Context: an optimization exercise on an open-source flow, tuned for small area, a short achievable clock period and few clock cycles per item. The choices shown serve that exercise and are no tape-out recipe.
At most, simulation tests tie the RTL to the original design; equivalence was not proved.
Only the layout flow was run in runs 2 to 7; the RTL was not checked for function there.
Power is estimated from default activity; no workload was simulated.

==> flow/design.v <==
module tone_divisor_search (
    input  wire        clk,
    input  wire        rst,       
    input  wire        start,
    input  wire [31:0] hz,        
    output wire        ready,
    output reg         done,
    output wire [7:0]  div,       
    output wire [15:0] cmp,       
    output wire [33:0] err        
);
    localparam [25:0] N = 26'd42000000;
    localparam [1:0] P_DIV = 2'd0, P_FRAC = 2'd1, P_FIN = 2'd2;
    reg        busy;
    reg [1:0]  ph;
    reg [3:0]  cnt;       
    reg [31:0] hzr;       
    reg [32:0] R;         
    reg [15:0] X;         
    reg [1:0]  K;         
    reg        tiny;     
    reg        hi;        
    assign ready = ~busy;
    assign div   = {K == 2'd3, 1'b0, K == 2'd2, 1'b0, K == 2'd1, 1'b0, K == 2'd0, 1'b0};
    assign cmp   = X;
    assign err   = {R, 1'b0};
    wire ge641 = (hz >= 32'd641);
    wire ge161 = (hz >= 32'd161);
    wire ge41  = (hz >= 32'd41);
    wire [1:0]  k_in  = ge641 ? 2'd0 : ge161 ? 2'd1 : ge41 ? 2'd2 : 2'd3;
    wire [31:0] hz_in = ge641 ? hz : ge161 ? {hz[29:0], 2'b0} :
                        ge41 ? {hz[27:0], 4'b0} : {hz[25:0], 6'b0};
    reg [4:0] j_in;
    integer p;
    always @(*) begin
        j_in = 5'd16;
        for (p = 11; p <= 26; p = p + 1)
            if (|(hz >> p)) j_in = 5'd26 - p[4:0];
    end
    wire [25:0] r_in = N >> j_in;
    wire        nbit = N[cnt];
    wire [26:0] A    = {R[25:0], (ph == P_DIV) ? nbit : 1'b0};
    wire        x0   = (X == 16'd0);
    wire        xlt2 = (X[15:1] == 15'd0);
    wire [33:0] B    = (ph != P_FIN) ? {2'b0, hzr} :
                       x0 ? {hzr, 2'b0} : {1'b0, hzr, 1'b0};
    wire        cin  = (ph == P_DIV);
    wire [34:0] S    = {8'd0, A} + {1'b1, ~B} + {34'd0, cin};
    wire        ge   = ~S[34];
    wire [3:0]  hs     = hzr[9:6];
    wire [3:0]  s_hi   = 4'd10 - hs;
    wire [9:0]  s_lo   = 10'd890 + {6'd0, hs};
    wire [32:0] r_small = {7'd0, s_hi, 6'd0, s_lo, 6'd0};
    always @(posedge clk) begin
        if (rst) begin
            busy <= 1'b0;
            done <= 1'b0;
        end else begin
            done <= 1'b0;
            if (!busy) begin
                if (start) begin
                    busy  <= 1'b1;
                    hzr   <= hz_in;
                    K     <= k_in;
                    tiny <= (hz <= 32'd10);
                    R     <= {7'd0, r_in};
                    X     <= 16'd0;
                    cnt   <= j_in[3:0] - 4'd1;
                    ph    <= (hz <= 32'd10) ? P_FIN : (j_in == 5'd0) ? P_FRAC : P_DIV;
                end
            end else begin
                case (ph)
                    P_DIV: begin
                        R   <= ge ? {7'd0, S[25:0]} : {7'd0, A[25:0]};
                        X   <= {X[14:0], ge};
                        cnt <= cnt - 4'd1;
                        if (cnt == 4'd0) ph <= P_FRAC;
                    end
                    P_FRAC: begin
                        hi <= ge;
                        ph <= P_FIN;
                    end
                    default: begin
                        if (tiny) begin
                            R <= r_small;
                            X <= 16'hFFFF;
                        end else begin
                            if (hi || xlt2) R <= ~S[33:1];
                            X <= xlt2 ? 16'd2 : X + {15'd0, hi};
                        end
                        busy <= 1'b0;
                        done <= 1'b1;
                    end
                endcase
            end
        end
    end
endmodule
==> flow/run.sh <==
#!/bin/bash
# synth_recipe.tcl (not shown) runs the flow's synth.tcl, then flattens the netlist and writes it again
# the make line also repeats each setting of config.mk as NAME=value (left out here)
make -C /OpenROAD-flow-scripts/flow DESIGN_CONFIG=/design/flow/config.mk WORK_HOME=/design/flow/orfs CLKGATE_MAP_FILE= SYNTH_SCRIPT=/design/flow/synth_recipe.tcl finish
==> flow/config.mk <==
export PLATFORM = sky130hd
export DESIGN_NAME = tone_divisor_search
export DESIGN_NICKNAME = tone_divisor_search
export VERILOG_FILES = /design/flow/design.v
export SDC_FILE = /design/flow/constraint.sdc
export NUM_CORES = 4
export LEC_CHECK = 0
export CAP_MARGIN = 20
export CORE_MARGIN = 2
export CORE_UTILIZATION = 40
export PLACE_DENSITY = 0.6
export SLEW_MARGIN = 20
==> flow/constraint.sdc <==
create_clock -name core_clock -period 10.0 [get_ports {clk}]
set_input_delay 2.0000 -clock core_clock [delete_from_list [all_inputs] [get_ports {clk}]]
set_output_delay 2.0000 -clock core_clock [all_outputs]
set_load 0.01 [all_outputs]
==> metrics.md, run 1 <==
| Metric | Value |
|---|---|
| Power Dens Cells | `118 mW/mm²` |
| Outcome | `no timing/DRC/antenna violations` |
| Most common cell after layout, fill and taps aside | `nand2_1` |
| Global routing usage on met2 | `a little under two fifths` |
| Final core occ | `48.3%` |
| Die Y | `143 µm` |
| Largest net degree at the start of global routing | `between 40 and 50` |
| Dpl hpwl | `17500 µm` |
| Crit path arrival time | `5.65 ns` |
| Routed vias/inst | `5.78` |
| Max Clock Freq | `approximately 0.18 GHz` |
| Buffers added on ports | `89` |
| Worst setup SP type | `primary input` |
| Post-synth EDFFs | `91` |
| All-Layer GR Usage | `23.3%` |
| CTS clk-pin slew, worst paths | `0.07 ns` |
| Crit path max fanout | `13` |
| Max Root-Sink Buffers | `2` |
| Post-route ant nets | `0` |
| Layout cells sized above 1 | `5.80%` |
| Placeable Area | `~0.019 mm²` |
| Vias in the first global route | `6644` |
| Critical path class | `in -> reg` |
| RSZ-0062 raised after global routing | `no` |
| 1st-iter DRT viols | `615` |
| Rel. slew slack | `29.4%` |
| Clock skew | `about 0.012 ns` |
| GR Layer Usage met3 | `3.29%` |
| Met1 Track Usage GR | `around 32%` |
| Register area share after synthesis | `between 30% and 40%` |
| Cell Area, Synth | `0.00775 mm²` |
| Wirelength, routed | `24000 µm` |
| Area Growth Syn to Fin | `17.2%` |
| Post-CTS Setup Inserts | `0` |
| Initial core utilization | `41.2%` |
| Overflow left after global routing | `0` |
| Routed WL per cell | `19.3 µm` |
| FILL cells | `roughly 1900` |
| Skew-Pair Late Insertion Delay | `0.36 ns` |
| Root Buffer | `clkbuf_16` |
| Mean Syn Cell Area | `8.36 µm²` |
| Global placer's final weighted congestion | `0.892` |
| Initial antenna violation count | `0` |
| First-pass GRT wire length | `36800 µm` |
| Grt peak-use layer | `met2` |
| Synth async-reset ratio | `0%` |
| Design Area, Final | `0.00909 mm²` |
| Count of different cell masters after synthesis | `75` |
| YS warnings | `1` |
| Maximum vdd drop | `0.0709 mV` |
| TritonCTS Buffers | `9` |
| Cell count after synthesis | `around 930` |
| H-tree levels | `3` |
| Die Footprint | `0.0205 mm²` |
| Max_cap viols | `0` |
| Synth Register Bits | `slightly above 90` |
| Actual transition at the worst max-transition pin | `1.04 ns` |
| CP endpoint kind | `flip-flop` |
| N_diodes | `0` |
| Vias | `7186` |
| I/O pins | `95` |
| Final Cycle Share | `55.8%` |
| Setup TNS | `0 ns` |
| Final setup violating endpoints | `0` |
| Most frequent cells in the layout | `140 x nand2_1, 123 x a21oi_1, 91 x edfxtp_1` |
| First drt pass iteration count | `7` |
| CTS tree | `done` |
| # rows | `50` |
| DRC | `0` |
| # hold bufs at CTS | `0` |
| Top FF cell, synth | `edfxtp_1` |
| Clock net sink count | `93` |
| LEAKAGE | `3.49 nW` |
| Fin nets | `1055` |
| Slew Viols, Final | `0` |
| CP required | `10.07 ns` |
| Post-Place Cell Area | `0.00879 mm²` |
| Hold Vio Cnt, Final | `0` |
| Tmin final | `5.58 ns` |
| CTS resizes | `0` |
| Hold WC Path Type | `reg -> reg` |
| Die X | `~140 µm` |
-- report_power, final --
group / internal [mW] / switching, mW
Sequential: 0.455 / 0.0238
Combinational: 0.115 / 0.150
Clock: 0.170 / 0.161
Total: 0.740 / 0.334
-- logic make-up after synthesis --
logic type               after synthesis  share of synthesized area, %
AND/OR/NAND/NOR                      326                          18.8
flip-flops                            93                          35.8
multiplexers                          36                          4.75
AO/OA/AOI/OAI                        306                          24.8
other                                  1                        0.0484
XOR/XNOR                              36                          4.07
buffers and inverters                 87                          4.83
adder cells (fa/ha/maj)               42                          6.97
-- critical path: stages --
cell and delay [ns]:
clkdlybuf4s50_1 0.48, or4_4 0.61, or3_1 0.38, o31ai_1 0.26
a21o_1 0.16, a21oi_1 0.08, o21bai_2 0.54, inv_2 0.16
ha_1 0.33, mux2i_1 0.30, o22ai_1 0.15, nand2_1 0.11
o211ai_1 0.08
-- metal layers --
| metal | up-vias | part of all wire [%] |
|---|---|---|
| met5 | - | 0 |
| met4 | 0 | 1.5 |
| met2 | 246 | 47 |
| met1 | 3413 | 45 |
| li1 | 3503 | - |
| met3 | 24 | 6.2 |
-- area by class of cell --
type | count | area, µm² | share of cell area [%]
Sequential cell | 93 | 2770 | 30.5
Multi-Input combinational cell | 751 | 4650 | 51.1
Clock inverter | 5 | 35.0 | 0.386
Clock buffer | 11 | 233 | 2.56
Tap cell | 260 | 325 | 3.58
Inverter | 24 | 90.1 | 0.991
Timing Repair Buffer | 99 | 986 | 10.8
-- cells in the mapped netlist, drive strengths merged (16+ instances only) --
library cell	n	area [µm²]
inv	24	90.1
nand2	140	526
o21ai	63	315
buf	18	115
edfxtp	91	2730
mux2i	30	300
a21oi	125	633
clkbuf	45	169
nand3	23	115
a21o	17	128
nor2	88	335
ha	40	500
nor3	16	80.1
xnor2	21	184
-- final timing paths --
kind / slack (ns) / cells past startpoint / end / startpoint
worst max-delay path: 4.42 / 13 / R[12] / hz[22]
worst min-delay path: 0.62 / 2 / done / ph[1]
worst max register to register: 4.55 / 17 / R[4] / ph[1]
worst min register to register: 0.62 / 2 / done / ph[1]
-- stage by stage --
step	power, mW	std cells	hold slack (ns)	setup WS [ns]
after floorplan	0.652	931	0.508	3.74
after global placement	0.747	1226	0.588	4.19
after detailed placement	0.748	1226	0.592	4.08
after CTS	1.08	1242	0.607	4.44
after global routing	1.12	1243	0.689	4.20
final	1.07	1243	0.617	4.42
-- registers in the layout, summed over array words and instances, names as in the netlist --
register,count
R,33
hzr,32
X,16
cnt,4
K,2
ph,2
busy,1
done,1
hi,1
tiny,1
Testbench counts, summed over its fixed seeds: cycles 19,554, items 1,280.
==> run 2: changes to the inputs <==
--- a/flow/design.v
+++ b/flow/design.v
@@ -10,16 +10,15 @@
     output wire [33:0] err        
 );
     localparam [25:0] N = 26'd42000000;
-    localparam [1:0] P_DIV = 2'd0, P_FRAC = 2'd1, P_FIN = 2'd2;
+    localparam P_DIV = 1'b0, P_FIN = 1'b1;
     reg        busy;
-    reg [1:0]  ph;
+    reg        ph;
     reg [3:0]  cnt;       
     reg [31:0] hzr;       
     reg [32:0] R;         
     reg [15:0] X;         
     reg [1:0]  K;         
     reg        tiny;     
-    reg        hi;        
     assign ready = ~busy;
     assign div   = {K == 2'd3, 1'b0, K == 2'd2, 1'b0, K == 2'd1, 1'b0, K == 2'd0, 1'b0};
     assign cmp   = X;
@@ -39,14 +38,15 @@
     end
     wire [25:0] r_in = N >> j_in;
     wire        nbit = N[cnt];
-    wire [26:0] A    = {R[25:0], (ph == P_DIV) ? nbit : 1'b0};
+    wire [26:0] A    = {R[25:0], (ph == P_DIV) & nbit};
     wire        x0   = (X == 16'd0);
     wire        xlt2 = (X[15:1] == 15'd0);
-    wire [33:0] B    = (ph != P_FIN) ? {2'b0, hzr} :
+    wire [33:0] B    = (ph == P_DIV) ? {2'b0, hzr} :
                        x0 ? {hzr, 2'b0} : {1'b0, hzr, 1'b0};
     wire        cin  = (ph == P_DIV);
     wire [34:0] S    = {8'd0, A} + {1'b1, ~B} + {34'd0, cin};
     wire        ge   = ~S[34];
+    wire        hi   = ({R[25:0], 1'b0} > {1'b0, hzr});    
     wire [3:0]  hs     = hzr[9:6];
     wire [3:0]  s_hi   = 4'd10 - hs;
     wire [9:0]  s_lo   = 10'd890 + {6'd0, hs};
@@ -66,7 +66,7 @@
                     R     <= {7'd0, r_in};
                     X     <= 16'd0;
                     cnt   <= j_in[3:0] - 4'd1;
-                    ph    <= (hz <= 32'd10) ? P_FIN : (j_in == 5'd0) ? P_FRAC : P_DIV;
+                    ph    <= (hz <= 32'd10) ? P_FIN : (j_in == 5'd0) ? P_FIN : P_DIV;
                 end
             end else begin
                 case (ph)
@@ -74,11 +74,7 @@
                         R   <= ge ? {7'd0, S[25:0]} : {7'd0, A[25:0]};
                         X   <= {X[14:0], ge};
                         cnt <= cnt - 4'd1;
-                        if (cnt == 4'd0) ph <= P_FRAC;
-                    end
-                    P_FRAC: begin
-                        hi <= ge;
-                        ph <= P_FIN;
+                        if (cnt == 4'd0) ph <= P_FIN;
                     end
                     default: begin
                         if (tiny) begin
--- a/flow/config.mk
+++ b/flow/config.mk
@@ -5,8 +5,10 @@
 export SDC_FILE = /design/flow/constraint.sdc
 export NUM_CORES = 4
 export LEC_CHECK = 0
+export ABC_CLOCK_PERIOD_IN_PS = 3000
 export CAP_MARGIN = 20
 export CORE_MARGIN = 2
 export CORE_UTILIZATION = 40
 export PLACE_DENSITY = 0.6
+export SETUP_SLACK_MARGIN = 5
 export SLEW_MARGIN = 20
==> metrics.md, run 2 <==
| Metric | Value |
|---|---|
| Outcome | `no timing/DRC/antenna violations` |
| Met3 wire len | `2090 µm` |
| Slew Viols, Final | `0` |
| Final Cycle Share | `48.5%` |
| Mux cell area share after synthesis | `3.28%` |
| Cell Area, Synth | `a little over 0.008 mm²` |
| Rel. slew slack | `23.8%` |
| All-Layer GR Usage | `24.0%` |
| Max Root-Sink Buffers | `2` |
| Initial antenna violation count | `0` |
| Seq. cell area | `0.00271 mm²` |
| Layout cells sized above 1 | `8.90%` |
| Worst Reg2Reg Path Length in Cells | `16` |
| Synth top cells by count | `91 x nand2_1, 89 x edfxtp_1, 82 x nor2_1, 81 x a21oi_1, 81 x o21ai_0` |
| Area Growth Syn to Fin | `20.9%` |
| Synth Area in Simple Gates | `17.1%` |
| Crit path max fanout | `11` |
| Clock net sink count | `91` |
| Hold WC Path Type | `reg -> reg` |
| Mean Syn Cell Area | `8.58 µm²` |
| Hold Vio Cnt, Final | `0` |
| # hold bufs at CTS | `0` |
| Synth Area in Adders | `a little over a tenth` |
| Die Y | `148 µm` |
| Crit path largest cell delay | `0.54 ns` |
| Critical path class | `in -> reg` |
| Routed vias/inst | `5.97` |
| Tmin final | `4.85 ns` |
| Cell taking the most area after synthesis | `edfxtp_1` |
| First-pass GRT wire length | `40900 µm` |
| Most common cell after layout, fill and taps aside | `nand2_1` |
| Actual transition at the worst max-transition pin | `1.14 ns` |
| Hold wc startpoint | `X[1]` |
| Max Clock Freq | `0.206 GHz` |
| Largest regs | `R x33, hzr x32, X x16` |
| Dpl hpwl | `19800 µm` |
| Max layer used | `met4` |
| Power Dens Cells | `112 mW/mm²` |
| Final setup violating endpoints | `0` |
| # rows | `52` |
| Final WS setup | `5.15 ns` |
| CP cell instances | `clkdlybuf4s50_1 > nor4_4 > and3b_2 > nand2b_4 > a211oi_4 > o31a_1 > or2_4 > buf_4 > ha_1 > nand2_1 > a21boi_0 > a21oi_1 > o31ai_1 > o221ai_1` |
| CTS clk-pin slew, worst paths | `roughly 0.06 ns` |
| CP required | `~10 ns` |
| CTS tree | `done` |
| Post-synthesis compound-gate area fraction | `between 20% and 30%` |
| Die Footprint | `0.0218 mm²` |
| Critical-path top delay cell | `clkdlybuf4s50_1` |
| Largest net degree at the start of global routing | `just over 60` |
| Placeable Area | `0.0202 mm²` |
| H-tree levels | `3` |
| Root Buffer | `clkbuf_16` |
| Reg-to-Reg End | `R[17]` |
| Wirelength, routed | `between 20000 and 30000 µm` |
| Vias in the first global route | `7057` |
| Hold path endpoint | `X[2]` |
| Count leader, synth | `nand2_1` |
| Post-Place Worst Slack | `between 3 and 4 ns` |
| Final core occ | `around half` |
| Cell count after synthesis | `between 900 and 1000` |
| N_diodes | `0` |
| Hold Crit Depth | `2` |
| 1st-iter DRT viols | `590` |
| Routed WL per cell | `20.5 µm` |
| DR WL met2 | `12000 µm` |
| DRC | `0` |
| Reg with most FFs | `R` |
| YS warnings | `1` |
| LEAKAGE | `3.74 nW` |
| Count of different cell masters after synthesis | `83` |
| Crit path arrival time | `~4.9 ns` |
| TritonCTS Buffers | `9` |
| Synth area leaders | `edfxtp_1 32%, ha_1 10%, a21oi_1 4.9%` |
| First drt pass iteration count | `5` |
| Reg2reg start | `X[0]` |
| Largest family of logic cells by synthesized area | `compound AO/OA/AOI/OAI gates` |
| Area occupied by multi-input gates | `0.00533 mm²` |
| Setup TNS | `0 ns` |
| RSZ-0062 raised after global routing | `no` |
| Register area share after synthesis | `around a third` |
| Design Area, Final | `~0.010 mm²` |
| Initial core utilization | `40.8%` |
| Post-Synth XOR/XNOR Area | `4.88%` |
| Hold WS | `0.690 ns` |
| FF-to-FF setup slack | `5.28 ns` |
| Synth Register Bits | `91` |
| M1 wire length | `12200 µm` |
| Buffers added on ports | `89` |
| Most frequent cells in the layout | `91 x nand2_1, 89 x edfxtp_1, 89 x clkdlybuf4s50_1` |
| Die X | `148 µm` |
| Largest register FFs | `33` |
| Fin nets | `between 1000 and 1500` |
| Maximum vdd drop | `0.0976 mV` |
| I/O pins | `95` |
| Top-area cell type share of the netlist area | `32.4%` |
| CP endpoint kind | `flip-flop` |
| FILL cells | `1942` |
| Skew-Pair Late Insertion Delay | `0.36 ns` |
| Post-route ant nets | `0` |
| Post-synth EDFFs | `slightly below 90` |
| Synth async-reset ratio | `0%` |
| Clock skew | `0.00574 ns` |
| Top FF cell, synth | `edfxtp_1` |
| Vias | `just under 8000` |
| Post-Place Cell Area | `slightly above 0.009 mm²` |
| Max_cap viols | `0` |
| Overflow left after global routing | `0` |
| Worst setup SP type | `primary input` |
| Global placer's final weighted congestion | `approximately 0.95` |
-- run 2: cell types whose count changed in the layout (fill, tap and decap cells not counted), sizes merged, moves of 8 or more --
cell    previous run  this run
nand2            140        91
a21oi            125        81
o211ai            10        38
ha                40        66
o21ai             63        87
buf               10        27
inv               26        43
mux2i             30        18
nand4              2        11
xnor2             21        29
-- run 2: worst max-delay path: cells and delay by family --
| kind | cells | cell delay (ns) |
|---|---|---|
| buf+inv | 2 | 0.71 |
| fa+ha+maj | 1 | 0.25 |
| simple gates | 5 | 0.81 |
| compound gates | 6 | 1.16 |
-- run 2: cell type report --
class,count,area share (%)
clock buffer,9,2.26
sequential,91,27.2
tap,270,3.39
inverter,45,1.69
timing repair buffer,117,11.5
multi-input combinational,766,53.4
clock inverter,6,0.577
-- run 2: how the worst max path moves through the flow --
| stage | startpoint | endpoint | slack [ns] |
|---|---|---|---|
| finish | hz[26] | R[4] | 5.15 |
| global route | hz[27] | R[9] | 4.99 |
| CTS | hz[27] | R[11] | 5.00 |
| detailed placement | hz[27] | R[25] | 3.87 |
| global placement | hz[27] | R[25] | 4.04 |
| floorplan | hz[27] | R[9] | 5.07 |
-- run 2: kinds of logic after synthesis --
| kind of cell | Yosys count |
|---|---|
| xor+xnor | 46 |
| compound gates | 327 |
| flops | 91 |
| other cells | 1 |
| buf+inv | 109 |
| mux | 26 |
| fa+ha+maj | 68 |
| simple gates | 293 |
-- run 2: power by group --
group	internal (mW)	switching, mW	leakage, nW	total, mW
logic	0.129	0.171	2.75	0.300
clock network	0.190	0.148	0.142	0.338
registers	0.447	0.0315	0.854	0.479
-- run 2: routing by layer --
metal | global-route usage, % | vias to the layer above
met2 | 36.8 | 300
li1 | - | 3726
met3 | 4.78 | 38
met4 | 6.01 | 0
met1 | 34.8 | 3716
met5 | 0 | -
-- run 2: what timing repair did --
| action | CTS | global route |
|---|---|---|
| setup endpoints to repair | 32 | 32 |
| setup buffers | 3 | 16 |
| cloned | 1 | 1 |
| pin swaps | 4 | 6 |
| gates resized for setup | 17 | 21 |
-- run 2: metrics by stage --
step                total power, mW  instances
CTS                            1.11       1287
finish                         1.12       1304
detailed placement            0.764       1268
floorplan                     0.656        965
global route                   1.17       1304
global placement              0.765       1268
==> run 3: changes to the inputs <==
--- a/flow/config.mk
+++ b/flow/config.mk
@@ -5,10 +5,8 @@
 export SDC_FILE = /design/flow/constraint.sdc
 export NUM_CORES = 4
 export LEC_CHECK = 0
-export ABC_CLOCK_PERIOD_IN_PS = 3000
 export CAP_MARGIN = 20
 export CORE_MARGIN = 2
 export CORE_UTILIZATION = 40
 export PLACE_DENSITY = 0.6
-export SETUP_SLACK_MARGIN = 5
 export SLEW_MARGIN = 20
==> metrics.md, run 3 <==
| Metric | Value |
|---|---|
| Die Footprint | `0.0218 mm²` |
| Dpl hpwl | `19800 µm` |
| Clock skew | `0.00757 ns` |
| DRC | `0` |
| Skew-Pair Late Insertion Delay | `between 0.3 and 0.4 ns` |
| Critical path class | `in -> reg` |
| RSZ-0062 raised after global routing | `no` |
| Critical-path top delay cell | `a211oi_1` |
| Post-synthesis compound-gate area fraction | `25.9%` |
| Post-Synth XOR/XNOR Area | `under 10%` |
| Hold WC Path Type | `reg -> reg` |
| Clock net sink count | `91` |
| Synth async-reset ratio | `0%` |
| Synth area leaders | `edfxtp_1 32%, ha_1 10%, a21oi_1 4.9%` |
| Die X | `148 µm` |
| Initial antenna violation count | `0` |
| Post-route ant nets | `0` |
| CTS resizes | `0` |
| I/O pins | `95` |
| Routed vias/inst | `a little under 6` |
| Seq. cell area | `0.00271 mm²` |
| Fin nets | `~1100` |
| Max Clock Freq | `0.170 GHz` |
| Most common cell after layout, fill and taps aside | `nand2_1` |
| Tmin final | `5.90 ns` |
| Area occupied by multi-input gates | `about 0.005 mm²` |
| Worst setup SP type | `primary input` |
| Buffers added on ports | `89` |
| Post-Place Cell Area | `0.00930 mm²` |
| Placed insts | `1269` |
| Hold wc startpoint | `X[1]` |
| Setup TNS | `0 ns` |
| # rows | `52` |
| Max Root-Sink Buffers | `2` |
| Outcome | `no timing/DRC/antenna violations` |
| Count leader, synth | `nand2_1` |
| 1st-iter DRT viols | `577` |
| Cell taking the most area after synthesis | `edfxtp_1` |
| FF-to-FF setup slack | `4.43 ns` |
| YS warnings | `1` |
| CTS clk-pin slew, worst paths | `0.07 ns` |
| First-pass GRT wire length | `40000 µm` |
| Mean Syn Cell Area | `8.58 µm²` |
| Synth Register Bits | `91` |
| Routed WL per cell | `19.9 µm` |
| Vias | `7541` |
| Hold Vio Cnt, Final | `0` |
| LEAKAGE | `around 3.6 nW` |
| Top-area cell type share of the netlist area | `between 30 and 40%` |
| Final setup violating endpoints | `0` |
| TritonCTS Buffers | `9` |
| Layout cells sized above 1 | `about 4.4%` |
| Hold Crit Depth | `2` |
| All-Layer GR Usage | `23.3%` |
| Cell Area, Synth | `0.00825 mm²` |
| FILL cells | `1988` |
| Reg2reg start | `X[9]` |
| Slew Viols, Final | `0` |
| Buf+Inv Stages, Crit Path | `2` |
| Register area share after synthesis | `32.9%` |
| Maximum vdd drop | `around 0.063 mV` |
| N_diodes | `0` |
| First drt pass iteration count | `5` |
| Worst Reg2Reg Path Length in Cells | `17` |
| Hold path endpoint | `X[2]` |
| Largest register FFs | `33` |
| Overflow left after global routing | `0` |
| CP cell instances | `clkdlybuf4s50_1 > nor4_1 > and3b_1 > nand2b_1 > a211oi_1 > o31a_1 > or2_2 > inv_1 > ha_1 > and2_1 > a221oi_1 > nor2_1 > a311o_1` |
| Largest regs | `R x33, hzr x32, X x16` |
| Layout Cells excl Fill | `1284` |
| Post-synth EDFFs | `just under 90` |
| Die Y | `148 µm` |
| CTS tree | `done` |
| # hold bufs at CTS | `0` |
| Rel. slew slack | `21.4%` |
| Root Buffer | `clkbuf_16` |
| Largest family of logic cells by synthesized area | `compound AO/OA/AOI/OAI gates` |
| Actual transition at the worst max-transition pin | `1.17 ns` |
| Hold WS | `just under 0.7 ns` |
| Global placer's final weighted congestion | `about 0.93` |
| Top FF cell, synth | `edfxtp_1` |
| H-tree levels | `3` |
| Design Area, Final | `0.00956 mm²` |
| CP required | `roughly 10 ns` |
| Placeable Area | `between 0.02 and 0.025 mm²` |
| Vias in the first global route | `6994` |
| Cell count after synthesis | `961` |
| Mux cell area share after synthesis | `3.28%` |
| Crit path max fanout | `11` |
| Crit path largest cell delay | `0.57 ns` |
| Area Growth Syn to Fin | `15.9%` |
| Final Cycle Share | `between 50% and 60%` |
| Max_cap viols | `0` |
| Wirelength, routed | `25500 µm` |
| Post-CTS Setup Inserts | `0` |
| Crit path arrival time | `6.00 ns` |
| CP endpoint kind | `flip-flop` |
| Most frequent cells in the layout | `91 x nand2_1, 89 x edfxtp_1, 89 x clkdlybuf4s50_1` |
| Largest net degree at the start of global routing | `61` |
| Synth top cells by count | `91 x nand2_1, 89 x edfxtp_1, 82 x nor2_1, 81 x a21oi_1, 81 x o21ai_0` |
| Reg with most FFs | `R` |
| Synth Area in Adders | `10.5%` |
| Initial core utilization | `40.8%` |
| Reg-to-Reg End | `R[12]` |
| Synth Area in Simple Gates | `17.1%` |
| Critical path's top delay family | `simple AND/OR/NAND/NOR gates` |
| Count of different cell masters after synthesis | `slightly above 80` |
| Power Dens Cells | `between 100 and 150 mW/mm²` |
-- run 3: worst max path at each step --
stage	from	end	cells after the start
detailed placement	hz[27]	R[9]	13
global route	hz[27]	R[9]	13
global placement	hz[27]	R[9]	13
floorplan	rst	K[0]	1
finish	hz[27]	R[9]	13
CTS	hz[27]	R[9]	13
-- run 3: cells by family after synthesis --
family,after synthesis
DFF,91
and+or+nand+nor,293
muxes,26
AOI/OAI and AO/OA,327
other,1
xor gates and xnor gates,46
adders and majority gates,68
buffers and inverters,109
-- run 3: worst min-delay path: stages (launching register included) --
cell and delay, ns:
edfxtp_1 0.43, a21oi_1 0.08, o21ai_0 0.07
-- run 3: area by class of cell --
type	count	share of cell area, %
clock inverters	5	0.314
repair buffers	98	10.0
well taps	270	3.53
flip-flops and latches	91	28.4
clock buffers	10	2.40
multi-input cells	765	53.6
inverters	45	1.77
-- run 3: layer usage --
| layer | wire (µm) | vias up | share of wire, % | global-route usage (%) |
|---|---|---|---|---|
| met5 | 0 | - | 0 | 0 |
| li1 | - | 3671 | - | - |
| met3 | 1690 | 25 | 6.6 | 3.86 |
| met1 | 12200 | 3593 | 48 | 34.8 |
| met2 | 11300 | 252 | 44 | 35.4 |
| met4 | 340 | 0 | 1.3 | 5.38 |
-- run 3: metrics by stage --
| step | setup slack [ns] | total power [mW] | util [%] |
|---|---|---|---|
| final | 4.10 | 1.07 | 47.2 |
| after global routing | 3.83 | 1.12 | 47.2 |
| after CTS | 4.19 | 1.08 | 47.2 |
| after detailed placement | 3.82 | 0.765 | 45.9 |
| after global placement | 3.94 | 0.765 | 45.9 |
| after floorplan | 4.93 | 0.656 | - |
-- run 3: report_power, final --
group | leakage [nW] | internal, mW | switching (mW) | total, mW
logic | 2.60 | 0.121 | 0.162 | 0.283
clock network | 0.126 | 0.166 | 0.145 | 0.311
registers | 0.854 | 0.447 | 0.0311 | 0.479
total | 3.58 | 0.735 | 0.338 | 1.07
==> run 4: changes to the inputs <==
==> flow/design.v (replaced) <==
module tone_divisor_search (
    input  wire        clk,
    input  wire        rst,       
    input  wire        start,
    input  wire [31:0] hz,        
    output wire        ready,
    output reg         done,
    output wire [7:0]  div,       
    output wire [15:0] cmp,       
    output wire [33:0] err        
);
    localparam [25:0] N = 26'd42000000;
    localparam [1:0] P_DIV = 2'd0, P_FIN = 2'd1, P_SHF = 2'd2;
    reg        busy;
    reg [1:0]  ph;
    reg [4:0]  cnt;       
    reg [31:0] hzr;
    reg [32:0] R;         
    reg [15:0] X;         
    reg [1:0]  K;         
    assign ready = ~busy;
    assign div   = {K == 2'd3, 1'b0, K == 2'd2, 1'b0, K == 2'd1, 1'b0, K == 2'd0, 1'b0};
    assign cmp   = X;
    assign err   = {R, 1'b0};
    reg [4:0] j_in;
    integer p;
    always @(*) begin
        j_in = 5'd22;
        for (p = 5; p <= 25; p = p + 1)
            if (|(hz >> p)) j_in = 5'd26 - p[4:0];
    end
    wire [25:0] r_div  = N >> j_in;
    wire        tiny   = (hz[31:4] == 28'd0) && (hz[3:0] <= 4'd10);
    wire [3:0]  t_hi   = 4'd10 - hz[3:0];
    wire [9:0]  t_lo   = 10'd890 + {6'd0, hz[3:0]};
    wire [32:0] r_tiny = {7'd0, t_hi, 6'd0, t_lo, 6'd0};
    wire [1:0] k = (hzr >= 32'd641) ? 2'd0 : (hzr >= 32'd161) ? 2'd1 :
                   (hzr >= 32'd41)  ? 2'd2 : 2'd3;
    wire        fin   = (ph == P_FIN);
    wire        nbit  = N[cnt];
    wire [33:0] A     = fin ? {R[32], R} : {8'd0, R[24:0], nbit};
    wire [33:0] S     = A + {2'b11, ~hzr} + {33'd0, ~fin};
    wire        ge    = ~S[33];
    wire        force0 = (X == 16'd0) && (cnt == 5'd0);
    wire        hi    = ({R[25:0], 1'b0} > {1'b0, hzr});      
    wire        xlt2  = (X[15:1] == 15'd0);
    wire        take  = fin ? (hi | xlt2) : (ph == P_DIV) & (ge | force0);
    wire [32:0] r_nx  = take ? (S[32:0] ^ {33{fin}}) : A[32:0];
    always @(posedge clk) begin
        if (rst) begin
            busy <= 1'b0;
            done <= 1'b0;
        end else begin
            done <= 1'b0;
            if (!busy) begin
                if (start) begin
                    hzr <= hz;
                    R   <= tiny ? r_tiny : {7'd0, r_div};
                    X   <= {16{tiny}};
                    cnt <= j_in - 5'd1;
                    ph  <= P_DIV;
                    if (tiny) begin
                        K    <= 2'd3;
                        done <= 1'b1;
                    end else begin
                        busy <= 1'b1;
                    end
                end
            end else begin
                R <= r_nx;
                case (ph)
                    P_DIV: begin
                        X   <= {X[14:0], take};
                        cnt <= cnt - 5'd1;
                        if (cnt == {2'd0, k, 1'b0}) ph <= P_FIN;
                    end
                    P_FIN: begin
                        X <= X + {15'd0, take};
                        K <= k;
                        if (k == 2'd0) begin
                            busy <= 1'b0;
                            done <= 1'b1;
                        end else begin
                            ph <= P_SHF;
                        end
                    end
                    default: begin
                        cnt <= cnt - 5'd1;
                        if (cnt == 5'd0) begin
                            busy <= 1'b0;
                            done <= 1'b1;
                        end
                    end
                endcase
            end
        end
    end
endmodule
==> flow/flow/run.sh (new file) <==
#!/bin/bash
set -euo pipefail
export SETUP_SLACK_MARGIN=6.5
bash standard.sh > standard.log 2>&1
==> flow/standard.sh (new file) <==
#!/bin/bash
# synth_recipe.tcl (not shown) runs the flow's synth.tcl, then flattens the netlist and writes it again
# the make line also repeats each setting of config.mk as NAME=value (left out here)
make -C /OpenROAD-flow-scripts/flow DESIGN_CONFIG=/design/flow/config.mk WORK_HOME=/design/flow/orfs CLKGATE_MAP_FILE= SYNTH_SCRIPT=/design/flow/synth_recipe.tcl "${@:-finish}"
removed: flow/run.sh
==> metrics.md, run 4 <==
| Metric | Value |
|---|---|
| Clock skew | `0.00983 ns` |
| Synth top cells by count | `131 x nand2_1, 93 x a21oi_1, 90 x edfxtp_1, 72 x ha_1, 65 x nor2_1` |
| Most frequent cells in the layout | `110 x nand2_1, 103 x buf_4, 90 x edfxtp_1` |
| Crit path top cell by count | `buf_6` |
| YS warnings | `1` |
| Fin nets | `1300` |
| Layout cells sized above 1 | `around a third` |
| CTS clk-pin slew, worst paths | `0.07 ns` |
| N_diodes | `0` |
| Worst setup SP type | `primary input` |
| # rows | `53` |
| Setup TNS | `0 ns` |
| Max_cap viols | `0` |
| Vias | `8851` |
| Layout Cells excl Fill | `1471` |
| Initial antenna violation count | `0` |
| Root Buffer | `clkbuf_16` |
| Die Footprint | `0.0224 mm²` |
| Critical path class | `in -> reg` |
| Tmin final | `around 4.2 ns` |
| DRC | `0` |
| Vias in the first global route | `8033` |
| Hold WC Path Type | `reg -> reg` |
| Hold Vio Cnt, Final | `0` |
| Cell count after synthesis | `between 900 and 1000` |
| Critical-path top delay cell | `nor4_4` |
| Placeable Area | `0.0209 mm²` |
| Final Total Pwr | `1.38 mW` |
| Skew-Pair Late Insertion Delay | `0.36 ns` |
| FILL cells | `roughly 1800` |
| Rel. slew slack | `about 30%` |
| Routed vias/inst | `about 6.0` |
| Crit path max fanout | `5` |
| Buffers added on ports | `89` |
| Routed WL per cell | `22.4 µm` |
| H-tree levels | `3` |
| Mean Syn Cell Area | `around 8.7 µm²` |
| Post-Place Worst Slack | `between 3 and 4 ns` |
| Crit path largest cell delay | `0.27 ns` |
| Maximum vdd drop | `0.0755 mV` |
| Count leader, synth | `nand2_1` |
| Top-area cell type share of the netlist area | `31.9%` |
| Global placer's final weighted congestion | `0.940` |
| Synth Area in Simple Gates | `18.8%` |
| CP required | `10.10 ns` |
| Synth async-reset ratio | `0%` |
| Initial core utilization | `between 40% and 50%` |
| Area Growth Syn to Fin | `49.5%` |
| Die X | `150 µm` |
| Largest register FFs | `33` |
| All-Layer GR Usage | `28.0%` |
| First-pass GRT wire length | `47400 µm` |
| Max Clock Freq | `0.239 GHz` |
| Synth Register Bits | `92` |
| Clock net sink count | `92` |
| RSZ-0062 raised after global routing | `yes` |
| Reg with most FFs | `R` |
| Power Dens Cells | `around 110 mW/mm²` |
| Crit path arrival time | `roughly 4.3 ns` |
| Slew Viols, Final | `0` |
| 1st-iter DRT viols | `885` |
| Critical path's top delay family | `simple AND/OR/NAND/NOR gates` |
| CP cell instances | `buf_6 > nor4_4 > buf_6 > nand4_1 > o21a_1 > o41ai_4 > buf_6 > inv_6 > ha_4 > or2_4 > and3_4 > nand3_2 > o21ai_1 > a31oi_1 > o21ai_1` |
| Mux cell area share after synthesis | `under 10%` |
| Count of different cell masters after synthesis | `82` |
| Wirelength, routed | `33000 µm` |
| Outcome | `no timing/DRC/antenna violations` |
| Largest net degree at the start of global routing | `50` |
| First drt pass iteration count | `7` |
| Synth Area in Adders | `11.1%` |
| Dpl hpwl | `21300 µm` |
| Top FF cell, synth | `edfxtp_1` |
| Placed insts | `1309` |
| Post-Place Cell Area | `0.00998 mm²` |
| Post-route ant nets | `0` |
| LEAKAGE | `around 5.1 nW` |
| Post-synth EDFFs | `90` |
| Max Root-Sink Buffers | `2` |
| Most common cell after layout, fill and taps aside | `nand2_1` |
| Overflow left after global routing | `0` |
| CP endpoint kind | `flip-flop` |
| Buf+Inv Stages, Crit Path | `4` |
| CTS tree | `done` |
| Largest family of logic cells by synthesized area | `compound AO/OA/AOI/OAI gates` |
| I/O pins | `95` |
| Post-synthesis compound-gate area fraction | `22.1%` |
| Design Area, Final | `~0.013 mm²` |
| Final setup violating endpoints | `0` |
| Largest regs | `R x33, hzr x32, X x16` |
| Final WS setup | `5.81 ns` |
| Cell Area, Synth | `0.00847 mm²` |
| Die Y | `150 µm` |
| Actual transition at the worst max-transition pin | `around 1.1 ns` |
| Cell taking the most area after synthesis | `edfxtp_1` |
| Post-Synth XOR/XNOR Area | `6.83%` |
| TritonCTS Buffers | `9` |
| Synth area leaders | `edfxtp_1 32%, ha_1 11%, nand2_1 5.8%` |
| Final Cycle Share | `41.9%` |
| Register area share after synthesis | `32.4%` |
==> run 4: logic make-up (layout without fill, tap and decap cells) <==
logic type	Yosys count	count (layout)
other	1	5
AO/OA/AOI/OAI	282	282
adder cells (fa/ha/maj)	74	74
flip-flops	92	92
XOR/XNOR	66	66
AND/OR/NAND/NOR	336	337
buffers and inverters	99	311
multiplexers	29	29
==> run 4: worst register-to-register path, stage by stage, from the launching register on <==
cell	delay [ns]
edfxtp_1	0.40
nand2b_4	0.22
inv_8	0.10
buf_12	0.11
a221o_1	0.16
o21ai_2	0.09
fa_2	0.40
buf_4	0.15
buf_6	0.10
fa_2	0.33
nor2b_2	0.14
o31a_1	0.19
o221a_4	0.25
a31oi_4	0.14
a311o_1	0.42
a21oi_4	0.23
a311oi_2	0.14
xnor2_1	0.19
a211oi_2	0.09
==> run 4: path summary, 6_finish.rpt <==
check | start | to | slack, ns | depth (start not counted)
setup / recovery | hz[27] | R[11] | 5.81 | 15
hold reg to reg | R[32] | R[32] | 0.76 | 2
setup reg to reg | ph[1] | R[30] | 5.88 | 18
hold / removal | R[32] | R[32] | 0.76 | 2
==> run 4: routing by layer <==
metal	vias up	GRT usage, %	wire, µm
met5	-	0	0
met4	0	9.29	1110
met3	74	3.81	2380
met2	436	44.4	15400
met1	4276	39.3	14100
li1	4065	-	-
==> run 4: stage by stage <==
stage,util [%],hold slack [ns]
global placement,47.8,0.728
global route,60.6,0.798
finish,60.6,0.762
CTS,56.0,0.733
detailed placement,47.8,0.729
floorplan,-,0.604
==> run 4: what timing repair did <==
action / 4_1_cts / 5_1_grt
buffers inserted: 82 / 56
gates resized for setup: 258 / 119
setup endpoints to repair: 130 / 105
pin swaps: 81 / 69
hold buffers: 0 / 0
gates cloned: 8 / 0
==> run 4: layout make-up <==
type / instances / area (µm²) / share of cell area, %
clock buffer: 11 / 233 / 1.84
clock inverter: 5 / 61.3 / 0.484
inverter: 55 / 238 / 1.88
multi-input combinational: 793 / 6670 / 52.7
sequential: 92 / 2740 / 21.7
tap: 275 / 344 / 2.72
timing repair buffer: 238 / 2350 / 18.6
timing repair inverter: 2 / 22.5 / 0.178
==> run 4: power by group <==
group          internal, mW  switching, mW  leakage (nW)
Clock                 0.196          0.161         0.138
Sequential            0.453         0.0280         0.868
Combinational         0.255          0.290          4.07
Total                 0.904          0.479          5.08
==> run 5: changes to the inputs <==
==> flow/flow/run.sh (replaced) <==
#!/bin/bash
set -euo pipefail
export SETUP_SLACK_MARGIN=6.5
export BUFFER_PORTS_ARGS="-buffer_cell sky130_fd_sc_hd__buf_2"
bash standard.sh > standard.log 2>&1
==> metrics.md, run 5 <==
| Metric | Value |
|---|---|
| Outcome | `no timing/DRC/antenna violations` |
| Count leader, synth | `nand2_1` |
| Final WS setup | `approximately 5.7 ns` |
| Largest regs | `R x33, hzr x32, X x16` |
| Actual transition at the worst max-transition pin | `1.03 ns` |
| Max_cap viols | `0` |
| Clock net sink count | `92` |
| Hold WS | `between 0.6 and 0.7 ns` |
| # rows | `between 50 and 60` |
| Vias | `9003` |
| Overflow left after global routing | `0` |
| Synth Register Bits | `92` |
| H-tree levels | `3` |
| Mean Syn Cell Area | `8.65 µm²` |
| Initial antenna violation count | `1` |
| First drt pass iteration count | `6` |
| Post-Place Worst Slack | `4.00 ns` |
| CP cell instances | `buf_8 > nor4_4 > buf_4 > nand4_1 > buf_4 > o21a_1 > o41ai_4 > buf_4 > inv_4 > ha_4 > or2_4 > and3_4 > nand3_2 > o21ai_2 > a31oi_1 > o21ai_1` |
| Placeable Area | `0.0209 mm²` |
| Critical path class | `in -> reg` |
| Rel. slew slack | `between 30% and 40%` |
| Register area share after synthesis | `32.4%` |
| Crit path top cell by count | `buf_4` |
| DRC | `0` |
| Layout Cells excl Fill | `1474` |
| Post-route ant nets | `0` |
| Synth top cells by count | `131 x nand2_1, 93 x a21oi_1, 90 x edfxtp_1, 72 x ha_1, 65 x nor2_1` |
| Crit path largest cell delay | `0.26 ns` |
| Area occupied by multi-input gates | `0.00668 mm²` |
| Global placer's final weighted congestion | `0.921` |
| Cell taking the most area after synthesis | `edfxtp_1` |
| Power Dens Cells | `between 100 and 150 mW/mm²` |
| Final Total Pwr | `1.37 mW` |
| Max Root-Sink Buffers | `2` |
| Initial core utilization | `40.5%` |
| Worst setup SP type | `primary input` |
| Top FF cell, synth | `edfxtp_1` |
| Wirelength, routed | `33700 µm` |
| Buffers added on ports | `89` |
| Largest register FFs | `33` |
| Tmin final | `4.34 ns` |
| Fin nets | `1302` |
| Final setup violating endpoints | `0` |
| CTS tree | `done` |
| Reg with most FFs | `R` |
| FILL cells | `1740` |
| Most frequent cells in the layout | `110 x nand2_1, 98 x buf_4, 90 x edfxtp_1` |
| Critical-path top delay cell | `or2_4` |
| Synth area leaders | `edfxtp_1 32%, ha_1 11%, nand2_1 5.8%` |
| Root Buffer | `clkbuf_16` |
| Maximum vdd drop | `~0.092 mV` |
| Area Growth Syn to Fin | `45.8%` |
| Buf+Inv Stages, Crit Path | `5` |
| Setup TNS | `0 ns` |
| Top-area cell type share of the netlist area | `between 30% and 40%` |
| Die Footprint | `about 0.022 mm²` |
| Final Cycle Share | `a little over two fifths` |
| Crit path arrival time | `4.43 ns` |
| CTS clk-pin slew, worst paths | `0.07 ns` |
| YS warnings | `1` |
| Hold Vio Cnt, Final | `0` |
| LEAKAGE | `5.04 nW` |
| CP endpoint kind | `flip-flop` |
| Cell count after synthesis | `979` |
| Critical path's top delay family | `simple AND/OR/NAND/NOR gates` |
| Seq. cell area | `0.00274 mm²` |
| Skew-Pair Late Insertion Delay | `approximately 0.36 ns` |
| Routed vias/inst | `6.11` |
| All-Layer GR Usage | `29.5%` |
| 1st-iter DRT viols | `798` |
| Max Clock Freq | `0.230 GHz` |
| Most common cell after layout, fill and taps aside | `nand2_1` |
| Dpl hpwl | `between 20000 and 25000 µm` |
| Largest net degree at the start of global routing | `43` |
| Layout cells sized above 1 | `37.9%` |
| Slew Viols, Final | `0` |
| Vias in the first global route | `roughly 8400` |
| Die X | `between 100 and 150 µm` |
| Cell Area, Synth | `0.00847 mm²` |
| I/O pins | `95` |
| Crit path max fanout | `4` |
| Hold WC Path Type | `reg -> reg` |
| Routed WL per cell | `about 23 µm` |
| Placed insts | `about 1300` |
| Count of different cell masters after synthesis | `82` |
| RSZ-0062 raised after global routing | `yes` |
| Synth async-reset ratio | `0%` |
| Die Y | `150 µm` |
| CP required | `10.08 ns` |
| Clock skew | `around 0.011 ns` |
| Post-synth EDFFs | `90` |
| First-pass GRT wire length | `49900 µm` |
| TritonCTS Buffers | `9` |
-- run 5: cell counts after synthesis --
Identical to the previous run, type by type.
-- run 5: stage by stage --
stage	instance area (µm²)	util (%)
3_5_place_dp	9520	45.6
3_3_place_gp	9520	45.6
4_1_cts	11800	56.4
5_1_grt	12300	59.1
6_report	12300	59.1
2_1_floorplan	9030	-
-- run 5: worst register-to-register path, cell delays in order (launching register included) --
cell	delay, ns
edfxtp_1	0.45
nand2b_4	0.16
buf_6	0.11
buf_6	0.10
buf_16	0.14
mux2i_4	0.25
inv_2	0.08
ha_4	0.27
nor2b_4	0.16
o31ai_2	0.08
a21oi_2	0.24
a21oi_4	0.12
nor3_4	0.23
o21ai_4	0.09
a21o_4	0.27
inv_16	0.06
ha_4	0.16
ha_4	0.16
nand2_4	0.08
nor2_4	0.20
nand2_2	0.08
nand3_2	0.07
o21ai_1	0.06
a21oi_1	0.12
a21oi_1	0.07
-- run 5: report_power, final --
group	leakage [nW]	switching [mW]	internal [mW]
Sequential	0.868	0.0323	0.454
Clock	0.150	0.162	0.209
Combinational	4.03	0.282	0.230
-- run 5: kinds of logic (layout without fill, tap and decap cells) --
logic type / count (synthesis) / count (layout) / synth area share [%]
mux: 29 / 29 / 3.53
simple gates: 336 / 337 / 18.8
fa+ha+maj: 74 / 74 / 11.1
compound gates: 282 / 282 / 22.1
flops: 92 / 92 / 32.4
xor+xnor: 66 / 66 / 6.83
buf+inv: 99 / 313 / 5.24
other cells: 1 / 6 / 0.0443
-- run 5: layout make-up --
| type | instances | area share (%) |
|---|---|---|
| well taps | 275 | 2.79 |
| repair inverters | 4 | 0.405 |
| clock buffers | 13 | 2.11 |
| multi-input cells | 793 | 54.1 |
| flip-flops and latches | 92 | 22.2 |
| repair buffers | 238 | 16.1 |
| clock inverters | 3 | 0.385 |
| diodes | 1 | 0.0203 |
| inverters | 55 | 1.96 |
-- run 5: timing repair --
action	in CTS	in global routing
buffers inserted	108	32
hold buffers	0	0
pin swaps	70	57
gates cloned	9	0
setup endpoints to repair	61	61
resized for setup	194	69
-- run 5: path summary, 6_finish.rpt --
kind           from     to  slack (ns)  depth (start not counted)
max          hz[27]  R[11]        5.66                         16
min            busy   K[0]        0.62                          1
max reg2reg   ph[0]  X[10]        5.93                         24
min reg2reg    busy   K[0]        0.62                          1
-- run 5: per-layer routing --
metal  global-route usage (%)  up-vias  wire length, µm
met4                     12.6        0             1460
met5                        0        -                0
li1                         -     4050                -
met3                     5.00      101             2860
met2                     46.9      447            15400
met1                     39.5     4405            14000
==> run 6: changes to the inputs <==
==> flow/design.v (replaced) <==
module tone_divisor_search (
    input  wire        clk,
    input  wire        rst,       
    input  wire        start,
    input  wire [31:0] hz,        
    output wire        ready,
    output reg         done,
    output wire [7:0]  div,       
    output wire [15:0] cmp,       
    output wire [33:0] err        
);
    localparam [25:0] N    = 26'd42000000;
    localparam [26:0] HALF = 27'd21000000;
    localparam [1:0] P_DIV = 2'd0, P_RND = 2'd1, P_NEG = 2'd2, P_SHF = 2'd3;
    reg        busy;
    reg [1:0]  ph;
    reg        big;       
    reg [4:0]  cnt;       
    reg [31:0] hzr;
    reg [33:0] R;         
    reg [15:0] X;         
    reg [1:0]  K;         
    assign ready = ~busy;
    assign div   = {K == 2'd3, 1'b0, K == 2'd2, 1'b0, K == 2'd1, 1'b0, K == 2'd0, 1'b0};
    assign cmp   = X;
    assign err   = {R[33:1], 1'b0};
    wire t10 = |hz[31:10];
    wire t12 = |hz[31:12];
    wire t13 = |hz[31:13];
    wire t14 = |hz[31:14];
    wire t15 = |hz[31:15];
    wire t18 = |hz[31:18];
    wire tiny_in = (hz[31:4] == 28'd0) && (hz[3:0] <= 4'd10);
    wire big_in  = (hz > 32'd21000000);
    reg [26:0] r_in;
    reg [4:0]  c_in;      
    always @(*) begin
        if (big_in)   begin r_in = HALF;               c_in = 5'd1;  end
        else if (t18) begin r_in = {1'b0, N >> 8};     c_in = 5'd7;  end
        else if (t15) begin r_in = {1'b0, N >> 11};    c_in = 5'd10; end
        else if (t14) begin r_in = {1'b0, N >> 12};    c_in = 5'd11; end
        else if (t13) begin r_in = {1'b0, N >> 13};    c_in = 5'd12; end
        else if (t12) begin r_in = {1'b0, N >> 14};    c_in = 5'd13; end
        else if (t10) begin r_in = {1'b0, N >> 16};    c_in = 5'd15; end
        else          begin r_in = {1'b0, N >> 22};    c_in = 5'd21; end
    end
    wire [3:0]  t_hi   = 4'd10 - hz[3:0];
    wire [9:0]  t_lo   = 10'd890 + {6'd0, hz[3:0]};
    wire [33:0] r_tiny = {7'd0, t_hi, 6'd0, t_lo, 7'd0};
    wire [1:0] k = (hzr >= 32'd641) ? 2'd0 : (hzr >= 32'd161) ? 2'd1 :
                   (hzr >= 32'd41)  ? 2'd2 : 2'd3;
    wire        neg   = (ph == P_NEG);
    wire        nbit  = (ph == P_DIV) & N[cnt];
    wire [26:0] A     = neg ? ~R[26:0] : {R[25:0], nbit};
    wire [26:0] Bx    = hzr[26:0] ^ {27{~neg}};
    wire        cin   = neg ? big : (ph == P_DIV);
    wire [27:0] S     = {1'b0, A} + {1'b0, Bx} + {27'd0, cin};
    wire        co    = S[27];
    wire        take  = neg | ((ph == P_DIV || ph == P_RND) & co);
    wire [26:0] r_lo  = take ? S[26:0] : A;
    wire [4:0]  hi5   = hzr[31:27] - {4'd0, ~co};
    wire [6:0]  r_hi  = (ph == P_SHF) ? R[32:26] : (neg & big) ? {2'b0, hi5} : 7'd0;
    wire [15:0] x_inc = X + 16'd1;
    always @(posedge clk) begin
        if (rst) begin
            busy <= 1'b0;
            done <= 1'b0;
        end else begin
            done <= 1'b0;
            if (!busy) begin
                if (start) begin
                    hzr <= hz;
                    big <= big_in;
                    R   <= tiny_in ? r_tiny : {7'd0, r_in};
                    X   <= tiny_in ? 16'hFFFF : big_in ? 16'd2 : 16'd0;
                    cnt <= c_in;
                    ph  <= big_in ? P_NEG : P_DIV;
                    if (tiny_in) begin
                        K    <= 2'd3;
                        done <= 1'b1;
                    end else begin
                        busy <= 1'b1;
                    end
                end
            end else begin
                R <= {r_hi, r_lo};
                case (ph)
                    P_DIV: begin
                        X   <= {X[14:0], co};
                        cnt <= cnt - 5'd1;
                        if (cnt == {2'd0, k, 1'b0}) ph <= P_RND;
                    end
                    P_RND, P_NEG: begin
                        if (ph == P_RND && co) X <= x_inc;
                        K <= k;
                        if (ph == P_RND && co) begin
                            ph <= P_NEG;
                        end else if (k == 2'd0 && !big) begin
                            busy <= 1'b0;
                            done <= 1'b1;
                        end else begin
                            ph <= P_SHF;
                        end
                    end
                    default: begin
                        cnt <= cnt - 5'd1;
                        if (cnt == 5'd0) begin
                            busy <= 1'b0;
                            done <= 1'b1;
                        end
                    end
                endcase
            end
        end
    end
endmodule
==> flow/run.sh (new file) <==
#!/bin/bash
# synth_recipe.tcl (not shown) runs the flow's synth.tcl, then flattens the netlist and writes it again
# the make line also repeats each setting of config.mk as NAME=value (left out here)
make -C /OpenROAD-flow-scripts/flow DESIGN_CONFIG=/design/flow/config.mk WORK_HOME=/design/flow/orfs CLKGATE_MAP_FILE= SYNTH_SCRIPT=/design/flow/synth_recipe.tcl finish
--- a/flow/config.mk
+++ b/flow/config.mk
@@ -9,4 +9,5 @@
 export CORE_MARGIN = 2
 export CORE_UTILIZATION = 40
 export PLACE_DENSITY = 0.6
+export SETUP_SLACK_MARGIN = 5
 export SLEW_MARGIN = 20
removed: flow/flow/run.sh
removed: flow/standard.sh
==> metrics.md, run 6 <==
| Metric | Value |
|---|---|
| Vias | `6074` |
| Mean Syn Cell Area | `9.30 µm²` |
| Comb pwr share | `45.3%` |
| Hold WS | `0.591 ns` |
| Reg with most FFs | `R` |
| Layout Cells excl Fill | `1077` |
| Actual transition at the worst max-transition pin | `0.870 ns` |
| Hold WC Path Type | `reg -> reg` |
| Post-route ant nets | `0` |
| Cell Area, Synth | `0.00745 mm²` |
| Die Y | `140 µm` |
| Synth Area in Simple Gates | `16.2%` |
| Synth area leaders | `edfxtp_1 37%, ha_1 7.6%, xnor2_1 5.6%` |
| Max_cap viols | `0` |
| Routed vias/inst | `between 5 and 6` |
| Tmin final | `around 4.8 ns` |
| Largest net degree at the start of global routing | `49` |
| Top FF cell, synth | `edfxtp_1` |
| CTS tree | `done` |
| Dpl hpwl | `between 15000 and 20000 µm` |
| Vias in the first global route | `5776` |
| Internal power | `0.965 mW` |
| N_diodes | `0` |
| Layout cells sized above 1 | `under 10%` |
| Die Footprint | `0.0197 mm²` |
| Design Area, Final | `0.00864 mm²` |
| Placeable Area | `0.0181 mm²` |
| Placed insts | `roughly 1100` |
| First-pass GRT wire length | `31700 µm` |
| TritonCTS Buffers | `9` |
| Setup TNS | `0 ns` |
| YS warnings | `1` |
| Routed WL per cell | `between 15 and 20 µm` |
| Critical-path top delay cell | `clkdlybuf4s50_1` |
| Crit path largest cell delay | `0.57 ns` |
| Crit path max fanout | `10` |
| Initial antenna violation count | `0` |
| H-tree levels | `3` |
| Maximum vdd drop | `about 0.085 mV` |
| Slew Viols, Final | `0` |
| Die X | `140 µm` |
| LEAKAGE | `3.17 nW` |
| Worst Reg2Reg Path Length in Cells | `16` |
| 1st-iter DRT viols | `367` |
| # rows | `~50` |
| Overflow left after global routing | `0` |
| DRC | `0` |
| Largest regs | `R x34, hzr x32, X x16` |
| Largest family of logic cells by synthesized area | `compound AO/OA/AOI/OAI gates` |
| Cell count after synthesis | `801` |
| Count of different cell masters after synthesis | `72` |
| Post-Synth XOR/XNOR Area | `about 6.6%` |
| All-Layer GR Usage | `20.7%` |
| Hold Crit Depth | `1` |
| Fin nets | `925` |
| Sw frac | `roughly two fifths` |
| Final setup violating endpoints | `0` |
| Register area share after synthesis | `37.6%` |
| Power Dens Cells | `approximately 180 mW/mm²` |
| Clock net sink count | `94` |
| Skew-Pair Late Insertion Delay | `between 0.3 and 0.4 ns` |
| FILL cells | `1738` |
| First drt pass iteration count | `5` |
| Post-Place Cell Area | `0.00829 mm²` |
| Largest register FFs | `34` |
| Max Root-Sink Buffers | `2` |
| Root Buffer | `clkbuf_16` |
| Crit path arrival time | `4.90 ns` |
| Sequential power share | `approximately a third` |
| Buf+Inv Stages, Crit Path | `2` |
| RSZ-0062 raised after global routing | `no` |
| Most frequent cells in the layout | `92 x edfxtp_1, 89 x clkdlybuf4s50_1, 62 x nand2_1` |
| Max Clock Freq | `around 0.21 GHz` |
| Clock skew | `0.00808 ns` |
| Cell taking the most area after synthesis | `edfxtp_1` |
| CP required | `10.07 ns` |
| Crit path top cell by count | `a31oi_1` |
| Rel. slew slack | `41.7%` |
| Final Cycle Share | `48.3%` |
| I/O pins | `95` |
| Clock power frac | `21.0%` |
| Count leader, synth | `edfxtp_1` |
| Hold Vio Cnt, Final | `0` |
| CTS clk-pin slew, worst paths | `0.07 ns` |
| Most common cell after layout, fill and taps aside | `edfxtp_1` |
| Top-area cell type share of the netlist area | `37.1%` |
| Synth Area in Adders | `8.10%` |
| CP endpoint kind | `flip-flop` |
| Outcome | `no timing/DRC/antenna violations` |
| Critical path class | `in -> reg` |
| Wirelength, routed | `20400 µm` |
| CP cell instances | `clkdlybuf4s50_1 > inv_1 > ha_1 > and4_1 > a31oi_1 > o22ai_1 > a31oi_1 > or2_2 > nor3_1 > a222oi_1` |
| WP depth | `10` |
| Synth top cells by count | `92 x edfxtp_1, 64 x nand2_1, 57 x nor2_1, 55 x a21oi_1, 48 x xnor2_1` |
| Synth Register Bits | `94` |
| Worst setup SP type | `primary input` |
| Initial core utilization | `41.0%` |
| Mux cell area share after synthesis | `under 10%` |
| Psw | `approximately 0.60 mW` |
| Area Growth Syn to Fin | `16.0%` |
| Synth async-reset ratio | `0%` |
| Global placer's final weighted congestion | `0.858` |
| Post-synthesis compound-gate area fraction | `17.6%` |
| Critical path's top delay family | `simple AND/OR/NAND/NOR gates` |
| Post-synth EDFFs | `92` |
| Buffers added on ports | `89` |
==> run 6: cell count changes after synthesis, moves of 7 or more <==
cell / delta
nor2_1: -8
nor4_1: -7
mux2_2: +12
buf_4: +34
a21oi_1: -38
inv_1: -9
nand2_1: -67
xor2_1: -7
ha_1: -27
==> run 6: kinds of logic after synthesis <==
logic type / after synthesis
XOR/XNOR: 56
multiplexers: 42
other: 1
AO/OA/AOI/OAI: 204
buffers and inverters: 117
flip-flops: 94
AND/OR/NAND/NOR: 240
adder cells (fa/ha/maj): 47
==> run 6: per-stage QoR <==
step | setup WS [ns] | power [mW] | utilization, %
finish | 5.17 | 1.57 | 47.6
global route | 5.02 | 1.67 | 47.6
CTS | 5.09 | 1.57 | 47.5
detailed placement | 4.10 | 1.23 | 45.7
global placement | 4.28 | 1.23 | 45.7
floorplan | 5.05 | 1.05 | -
==> run 6: repair_timing <==
action | in CTS | in global routing
setup endpoints to repair | 57 | 34
hold buffers | 0 | 0
endpoints found under the hold margin | 0 | 0
buffers inserted | 3 | 0
pin swaps | 2 | 0
gates resized for setup | 5 | 6
==> run 6: cell type report <==
class	count	area, µm²	share of cell area, %
inverter	45	169	1.96
tap	229	287	3.32
timing repair buffer	99	986	11.4
sequential	94	2800	32.4
clock buffer	9	225	2.61
multi-input combinational	594	4120	47.7
clock inverter	7	48.8	0.565
==> run 6: worst paths after layout <==
kind | from | endpoint | slack (ns)
min reg2reg | R[31] | R[32] | 0.59
max | hz[1] | R[10] | 5.17
max reg2reg | ph[0] | R[24] | 5.38
min | R[31] | R[32] | 0.59
==> run 6: per-layer routing <==
metal  up-vias  wire [µm]  global-route usage, %
li1       2989          -                      -
met1      2923       9580                   28.5
met2       147       9600                   33.9
met3        15        975                   4.21
met4         0        208                   4.21
met5         -          0                      0
==> run 6: power groups by stage <==
| stage | combinational [mW] | clock, mW | sequential (mW) |
|---|---|---|---|
| after floorplan | 0.525 | 0 | 0.527 |
| after global placement | 0.698 | 0 | 0.537 |
| after detailed placement | 0.696 | 0 | 0.537 |
| after CTS | 0.703 | 0.336 | 0.528 |
| after global routing | 0.788 | 0.350 | 0.534 |
| final | 0.709 | 0.328 | 0.528 |
==> run 7: changes to the inputs <==
==> flow/flow/run.sh (new file) <==
#!/bin/bash
# Standard ORFS layout (the standard.sh), with a larger setup-slack
# target for timing repair and buf_2 cells as the port buffers.
set -euo pipefail
export SETUP_SLACK_MARGIN=5.5
export BUFFER_PORTS_ARGS="-buffer_cell sky130_fd_sc_hd__buf_2"
bash standard.sh > standard.log 2>&1
==> flow/standard.sh (new file) <==
#!/bin/bash
# synth_recipe.tcl (not shown) runs the flow's synth.tcl, then flattens the netlist and writes it again
# the make line also repeats each setting of config.mk as NAME=value (left out here)
make -C /OpenROAD-flow-scripts/flow DESIGN_CONFIG=/design/flow/config.mk WORK_HOME=/design/flow/orfs CLKGATE_MAP_FILE= SYNTH_SCRIPT=/design/flow/synth_recipe.tcl "${@:-finish}"
--- a/flow/config.mk
+++ b/flow/config.mk
@@ -9,5 +9,4 @@
 export CORE_MARGIN = 2
 export CORE_UTILIZATION = 40
 export PLACE_DENSITY = 0.6
-export SETUP_SLACK_MARGIN = 5
 export SLEW_MARGIN = 20
removed: flow/run.sh
==> metrics.md, run 7 <==
| Metric | Value |
|---|---|
| Outcome | `no timing/DRC/antenna violations` |
| Synth top cells by count | `92 x edfxtp_1, 64 x nand2_1, 57 x nor2_1, 55 x a21oi_1, 48 x xnor2_1` |
| Routed WL per cell | `19.0 µm` |
| Count leader, synth | `edfxtp_1` |
| Synth Register Bits | `94` |
| Die X | `140 µm` |
| Crit path arrival time | `approximately 4.4 ns` |
| # rows | `49` |
| Fin nets | `931` |
| Layout cells sized above 1 | `19.1%` |
| Clock power frac | `between 20% and 30%` |
| Crit path max fanout | `10` |
| Final Cycle Share | `43.5%` |
| Count of different cell masters after synthesis | `72` |
| Design Area, Final | `a little over 0.008 mm²` |
| DRC | `0` |
| Routed vias/inst | `about 5.8` |
| Largest net degree at the start of global routing | `50` |
| Max Clock Freq | `0.230 GHz` |
| Vias in the first global route | `5701` |
| Setup TNS | `0 ns` |
| CTS tree | `done` |
| Largest regs | `R x34, hzr x32, X x16` |
| Tmin final | `between 4 and 5 ns` |
| Global placer's final weighted congestion | `slightly below 0.9` |
| Worst Reg2Reg Path Length in Cells | `19` |
| Reg with most FFs | `R` |
| Synth async-reset ratio | `0%` |
| Mean Syn Cell Area | `9.30 µm²` |
| Maximum vdd drop | `about 0.09 mV` |
| 1st-iter DRT viols | `620` |
| Register area share after synthesis | `37.6%` |
| Synth area leaders | `edfxtp_1 37%, ha_1 7.6%, xnor2_1 5.6%` |
| # hold bufs at CTS | `0` |
| Overflow left after global routing | `0` |
| Dpl hpwl | `15100 µm` |
| RSZ-0062 raised after global routing | `yes` |
| Critical path class | `in -> reg` |
| Final Total Pwr | `1.58 mW` |
| First drt pass iteration count | `5` |
| Max Root-Sink Buffers | `2` |
| Max_cap viols | `0` |
| YS warnings | `1` |
| Clock skew | `0.0106 ns` |
| Initial antenna violation count | `0` |
| Crit path top cell by count | `a31oi_1` |
| Comb pwr share | `43.8%` |
| Rel. slew slack | `57.0%` |
| I/O pins | `95` |
| Most common cell after layout, fill and taps aside | `edfxtp_1` |
| WP depth | `10` |
| Vias | `6244` |
| Slew Viols, Final | `0` |
| Cell count after synthesis | `801` |
| Root Buffer | `clkbuf_16` |
| Critical path's top delay family | `simple AND/OR/NAND/NOR gates` |
| Post-route ant nets | `0` |
| Hold WS | `0.594 ns` |
| Crit path largest cell delay | `0.57 ns` |
| Critical-path top delay cell | `nor3_1` |
| CP required | `slightly above 10 ns` |
| Cell Area, Synth | `0.00745 mm²` |
| Final setup violating endpoints | `0` |
| N_diodes | `0` |
| Worst setup SP type | `primary input` |
| Post-Place Cell Area | `0.00786 mm²` |
| Clock net sink count | `94` |
| Hold Crit Depth | `1` |
| Hold WC Path Type | `reg -> reg` |
| Top FF cell, synth | `edfxtp_1` |
| Area Growth Syn to Fin | `11.6%` |
| TritonCTS Buffers | `9` |
| Final core occ | `45.8%` |
| Largest register FFs | `34` |
| Initial core utilization | `between 40% and 50%` |
| Buffers added on ports | `89` |
| Die Footprint | `approximately 0.02 mm²` |
| CTS clk-pin slew, worst paths | `~0.07 ns` |
| Sw frac | `38.5%` |
| Placeable Area | `0.0181 mm²` |
| LEAKAGE | `roughly 3.2 nW` |
| Psw | `~0.61 mW` |
| Top-area cell type share of the netlist area | `37.1%` |
| Actual transition at the worst max-transition pin | `roughly 0.64 ns` |
| First-pass GRT wire length | `31300 µm` |
| Cell taking the most area after synthesis | `edfxtp_1` |
| H-tree levels | `3` |
| Hold Vio Cnt, Final | `0` |
| CP endpoint kind | `flip-flop` |
| Wirelength, routed | `20500 µm` |
| Sequential power share | `33.4%` |
| Post-synth EDFFs | `between 90 and 100` |
| Power Dens Cells | `~190 mW/mm²` |
| Skew-Pair Late Insertion Delay | `around 0.36 ns` |
| Die Y | `140 µm` |
| Buf+Inv Stages, Crit Path | `2` |
| CP cell instances | `buf_2 > inv_1 > ha_1 > and4_1 > a31oi_1 > o22ai_1 > a31oi_1 > or2_2 > nor3_1 > a222oi_1` |
| Internal power | `0.972 mW` |
| Most frequent cells in the layout | `92 x edfxtp_1, 89 x buf_2, 62 x nand2_1` |
| All-Layer GR Usage | `20.3%` |
run 7: metal layers:
metal	wire [µm]	GRT usage [%]	up-vias	part of all wire [%]
li1	-	-	3015	-
met1	9430	28.4	2967	46
met2	9040	30.6	224	44
met3	1420	4.51	38	6.9
met4	641	8.11	0	3.1
met5	0	0	-	0
run 7: metrics by stage:
step | setup slack (ns) | instances
5_1_grt | 5.46 | 1083
3_5_place_dp | 4.49 | 1058
3_3_place_gp | 4.62 | 1058
2_1_floorplan | 5.52 | 805
4_1_cts | 5.53 | 1077
6_report | 5.65 | 1083
run 7: final cells by class:
type	instances	area (µm²)
fill	1738	9840
sequential	94	2800
clock buffer	11	243
clock inverter	5	57.6
tap	229	287
multi-input combinational	594	4150
timing repair buffer	105	598
inverter	45	169
run 7: what timing repair did:
item / 4_1_cts / 5_1_grt
endpoints found under the setup margin: 70 / 41
pin swaps: 2 / 1
resized for setup: 9 / 9
setup buffers: 3 / 6
cloned: 0 / 0
hold endpoints to repair: 0 / 0
run 7: worst paths after layout:
path	slack [ns]	startpoint	end
hold reg to reg	0.59	R[31]	R[32]
hold / removal	0.59	R[31]	R[32]
setup / recovery	5.65	hz[0]	R[10]
setup reg to reg	5.72	cnt[0]	R[24]
run 7: power by group through the flow:
stage,Combinational [mW],Sequential [mW],Clock (mW)
2_1_floorplan,0.526,0.527,0
4_1_cts,0.675,0.528,0.364
6_report,0.692,0.527,0.361
3_3_place_gp,0.665,0.536,0
5_1_grt,0.765,0.532,0.381
3_5_place_dp,0.664,0.536,0
run 7: kinds of logic (layout without fill, tap and decap cells):
family / Yosys count / count (layout) / synth area share [%]
compound gates: 204 / 204 / 17.6
xor+xnor: 56 / 56 / 6.58
fa+ha+maj: 47 / 47 / 8.10
buf+inv: 117 / 166 / 7.88
flops: 94 / 94 / 37.6
mux: 42 / 42 / 5.90
other cells: 1 / 5 / 0.0503
simple gates: 240 / 240 / 16.2
run 7: worst reg2reg max path, stage by stage (launching register included):
cell	delay [ns]
edfxtp_1	0.42
buf_4	0.17
ha_1	0.18
mux2_2	0.26
o22ai_1	0.15
nand2_1	0.07
o21ai_0	0.07
nand2_1	0.11
mux2i_2	0.23
fa_1	0.24
inv_1	0.06
fa_1	0.40
nand2b_1	0.20
a21oi_2	0.20
o21ai_1	0.21
a21oi_2	0.25
o211ai_1	0.15
nand3_1	0.12
or3b_2	0.44
a22oi_1	0.19

Check on run 7: ideal ports give 5.653 ns setup slack; a clkbuf_16 on the clock port and buf_2 on the inputs give 5.673 ns; moving port delays by the midpoint clock arrival (0.398 ns) as well gives 5.276 ns.
